This design comes from an exercise in tuning for small area, a short achievable clock period and few clock cycles per item on the open sky130 flow, not from production work. In this exercise RTL edits were held to simulation tests only and were not proved equivalent to the original.

Setup of trial 62:
==> flow/design.v (excerpt) <==
module oscen_biquad (
    input  wire        clk,
    input  wire        rst,
    input  wire        in_valid,
    output reg         in_ready,
    input  wire [1:0]  in_op,
    input  wire        in_unit,
    input  wire [2:0]  in_sel,
    input  wire [31:0] in_data,
    output reg         out_valid,
    output reg  [31:0] out_data
);
    localparam NFLT = 2;
    localparam [1:0] OP_PROCESS = 2'd0;
    localparam [1:0] OP_SETCOEF = 2'd1;
    localparam [1:0] OP_RESET   = 2'd2;
    reg [33:0] b0 [0:NFLT-1];
    reg [33:0] b1 [0:NFLT-1];
    reg [33:0] b2 [0:NFLT-1];
    reg [33:0] a1 [0:NFLT-1];
    reg [33:0] a2 [0:NFLT-1];
    reg [33:0] x1 [0:NFLT-1];
    reg [33:0] x2 [0:NFLT-1];
    reg [31:0] y1 [0:NFLT-1];
    reg        y1z [0:NFLT-1];      
    reg [33:0] y2 [0:NFLT-1];
    reg        v1;
    reg [1:0]  op1;
    reg        u1;
    reg [2:0]  sel1;
    reg [31:0] d1;
    reg        pv2, pv3;
    reg        u2, u3;
    reg [31:0] r0, r1, r2;
    wire pr1 = v1 && (op1 == OP_PROCESS);
    wire rs1 = v1 && (op1 == OP_RESET);
    wire sc1 = v1 && (op1 == OP_SETCOEF);
    reg rst_r;
    wire [33:0] xn, yy, yn;
    fp_unpack ux (.x(d1),     .u(xn));
    fp_unpack uy (.x(y1[u2]), .u(yy));
    assign yn = {y1z[u2] ? 2'b01 : yy[33:32], yy[31:0]};
    wire [31:0] pa, pb, pc;
    fp32_mul mA (.a(pv2 ? a1[u2] : b0[u1]), .b(pv2 ? yn : xn),         .y(pa));
    fp32_mul mB (.a(pv2 ? a2[u2] : b1[u1]), .b(pv2 ? y2[u2] : x1[u1]), .y(pb));
    fp32_mul mC (.a(b2[u1]),                .b(x2[u1]),                .y(pc));
    wire [31:0] s, t;
    fp32_add adA (.a(r0), .b(r1), .sub(pv3), .y(s));
    fp32_add adB (.a(s),  .b(r2), .sub(pv3), .y(t));
    integer k;
    always @(posedge clk) begin
        rst_r <= rst;
        in_ready <= ~rst & ~(in_valid & in_ready & (in_op == OP_PROCESS));
        if (rst) begin
            v1        <= 1'b0;
            pv2       <= 1'b0;
  ...
Size in the first run: about 780 flip-flops, ~75 I/O pins, about 110000 um2 of cells after synthesis.
==> flow/config.mk <==
export PLATFORM = sky130hd
export DESIGN_NAME = oscen_biquad
export DESIGN_NICKNAME = oscen_biquad
export VERILOG_FILES = /design/flow/design.v
export SDC_FILE = /design/flow/constraint.sdc
export NUM_CORES = 4
export LEC_CHECK = 0
export ABC_AREA = 1
export CAP_MARGIN = 0
export CORE_MARGIN = 2
export CORE_UTILIZATION = 40
export PLACE_DENSITY = 0.6
export SLEW_MARGIN = 0
==> flow/constraint.sdc <==
create_clock -name core_clock -period 120.0 [get_ports {clk}]
set_input_delay 24.0000 -clock core_clock [delete_from_list [all_inputs] [get_ports {clk}]]
set_output_delay 24.0000 -clock core_clock [all_outputs]
set_load 0.01 [all_outputs]
run.sh (not shown) runs the stock make flow with config.mk's settings and CLKGATE_MAP_FILE= SYNTH_SCRIPT=/design/flow/synth_recipe.tcl, a recipe that flattens the netlist after the stock synthesis.
Trial 62 reached the end of the flow, and the finished layout is clean on the timing, design-rule and antenna checks.
Testbench counts of trial 62, summed over its fixed seeds: cycles 32,424, items 16,000.
diff inputs: trial 62 => build 10
- a change of CAP_MARGIN from 0 to 20
- a change of SLEW_MARGIN from 0 to 20
Findings:
- Area added between synthesis and finish delta (trial 62 -> build 10): insignificant
- Multi-input logic portion of the cell area: build 10 vs trial 62 — no meaningful difference
- Any difference in share of the core filled with cells between trial 62 and build 10 is small enough to ignore.
- Count of routing violations after the opening detailed-route iteration (build 10 vs. trial 62) decreases by a few percent
- Changes observed in build 10 relative to trial 62: sequential share of layout area flat, number of I/O pins flat.

--- another note on this design; it stands on its own ---

north:
// oscen_biquad
module oscen_biquad (
    input  wire        clk,
    input  wire        rst,
    input  wire        in_valid,
    output wire        in_ready,
    input  wire [1:0]  in_op,
    input  wire        in_unit,
    input  wire [2:0]  in_sel,
    input  wire [31:0] in_data,
    output reg         out_valid,
    output reg  [31:0] out_data
);
For scale: roughly 17000 cells after synthesis, ~780 flip-flops, about 75 I/O pins, ~120000 µm² of cells after synthesis.
clock: 120.0 ns
lec_check: 0
abc_area: 1
cap_margin: 20
core_margin: 2
core_utilization: 40
place_density: 0.72
slew_margin: 20
run.sh (not shown) runs the stock make flow with config.mk's settings and CLKGATE_MAP_FILE= SYNTH_SCRIPT=/design/flow/synth_recipe.tcl, a recipe that flattens the netlist after the stock synthesis.
Testbench counts of north, summed over its fixed seeds: cycles 32,424, items 16,000.
> inputs changed (north -> south)
-- flow/config.mk --
<<< north, line 12
export PLACE_DENSITY = 0.72
>>> south, line 12
export PLACE_DENSITY = 0.6
==> results.txt <==
Smallest setup slack after layout delta (south − north): unfavourable
south completed end to end with timing, DRC and antenna clean.
Compared with north, south shows global-route wire length before repair higher by about 2.4%.
Compared south vs north, and via count of the first global-routing pass is down in south.
On post-synthesis to final-layout area growth, south and north are neck and neck.
Taking north as the reference, in south final estimated routing congestion in global placement shrank by 0.046, all-layer global routing usage increased by 1.1 points relative to the old numbers, hold slack grew by 0.028 ns.

* * *

Setup of old:
oscen_biquad, a different RTL version from the one above (not shown whole).
Size in the first run: roughly 15000 cells after synthesis, about 75 I/O pins, about 120000 um^2 of cells after synthesis.
## oscen_biquad
module oscen_biquad (
    input  wire        clk,
    input  wire        rst,
    input  wire        in_valid,
    output wire        in_ready,
    input  wire [1:0]  in_op,
    input  wire        in_unit,
    input  wire [2:0]  in_sel,
    input  wire [31:0] in_data,
    output reg         out_valid,
    output reg  [31:0] out_data
);
    localparam NFLT = 2;
    localparam [1:0] OP_PROCESS = 2'd0;
    localparam [1:0] OP_SETCOEF = 2'd1;
    localparam [1:0] OP_RESET   = 2'd2;
    reg [31:0] b0 [0:NFLT-1];
    reg [31:0] b1 [0:NFLT-1];
    reg [31:0] b2 [0:NFLT-1];
    reg [31:0] a1 [0:NFLT-1];
    reg [31:0] a2 [0:NFLT-1];
    reg [31:0] x1 [0:NFLT-1];
    reg [31:0] x2 [0:NFLT-1];
    reg [31:0] y1 [0:NFLT-1];
    reg [31:0] y2 [0:NFLT-1];
    reg        v1;
    reg [1:0]  op1;
    reg        u1;
    reg [2:0]  sel1;
    reg [31:0] d1;
    reg        pv2, pv3;
    reg        u2, u3;
    reg [31:0] r0, r1, r2;
    wire pr1 = v1 && (op1 == OP_PROCESS);
    wire rs1 = v1 && (op1 == OP_RESET);
    wire sc1 = v1 && (op1 == OP_SETCOEF);
    assign in_ready = ~pr1;
    wire [31:0] pa, pb, pc;
  ...
==> flow/config.mk <==
export PLATFORM = sky130hd
export DESIGN_NAME = oscen_biquad
export DESIGN_NICKNAME = oscen_biquad
export VERILOG_FILES = /design/flow/design.v
export SDC_FILE = /design/flow/constraint.sdc
export NUM_CORES = 4
export LEC_CHECK = 0
export CAP_MARGIN = 20
export CORE_MARGIN = 2
export CORE_UTILIZATION = 40
export PLACE_DENSITY = 0.6
export SLEW_MARGIN = 20
==> flow/constraint.sdc <==
create_clock -name core_clock -period 120.0 [get_ports {clk}]
set_input_delay 24.0000 -clock core_clock [delete_from_list [all_inputs] [get_ports {clk}]]
set_output_delay 24.0000 -clock core_clock [all_outputs]
set_load 0.01 [all_outputs]
Testbench counts of old, summed over its fixed seeds: cycles 32,424, items 16,000.
--- input diff old..new ---
- putting ABC_AREA at 1 where nothing was set
### Flow results
- Every run in the comparison, new and old, completed the flow with a clean layout.
- Diff old -> new: detailed-routed wire length on met3 lower; number of buffer and inverter stages on the critical path higher; post-synthesis adder-cell area fraction higher.
- Against old, total routed wirelength in new came out better.

port drivers added, routing unchanged:
The results above use ideal ports. As a check the final layouts listed here were re-extracted and re-timed, cells and wires unchanged.
Step 1 sets driving cells, clkbuf_16 on the clock port and buf_2 on the other inputs (assumed; they add their load-dependent delay and slew).
Step 2 times the ports against the registers' clock, not the clock port: input delays grow and output delays shrink by t, the midpoint of the rising clock arrivals with the driver on.
Slacks: no drivers / after step 1 / after step 2; pairs: no drivers / after step 1.
run | t (ns) | slack for setup (ns) | hold WS [ns] | latest minus earliest clock arrival (ns) | worst register clock-pin slew, ns
trial 62 | 0.730 | 94.006 / 93.948 / 94.678 | 0.473 / 0.473 / 0.473 | 0.059 / 0.059 | 0.09 / 0.09
build 10 | 0.714 | 94.067 / 94.008 / 94.722 | 0.473 / 0.473 / 0.473 | 0.051 / 0.051 | 0.07 / 0.07
north | 0.736 | 93.918 / 93.861 / 93.974 | 0.458 / 0.458 / 0.458 | 0.032 / 0.033 | 0.08 / 0.08
south | 0.726 | 93.330 / 93.275 / 93.975 | 0.486 / 0.486 / 0.486 | 0.077 / 0.077 | 0.08 / 0.08
old | 0.767 | 85.989 / 85.989 / 85.989 | 0.463 / 0.463 / 0.463 | 0.073 / 0.074 | 0.07 / 0.07
new | 0.772 | 91.706 / 91.706 / 91.706 | 0.461 / 0.461 / 0.461 | 0.064 / 0.064 | 0.07 / 0.07
After both steps every run listed still meets setup and hold.
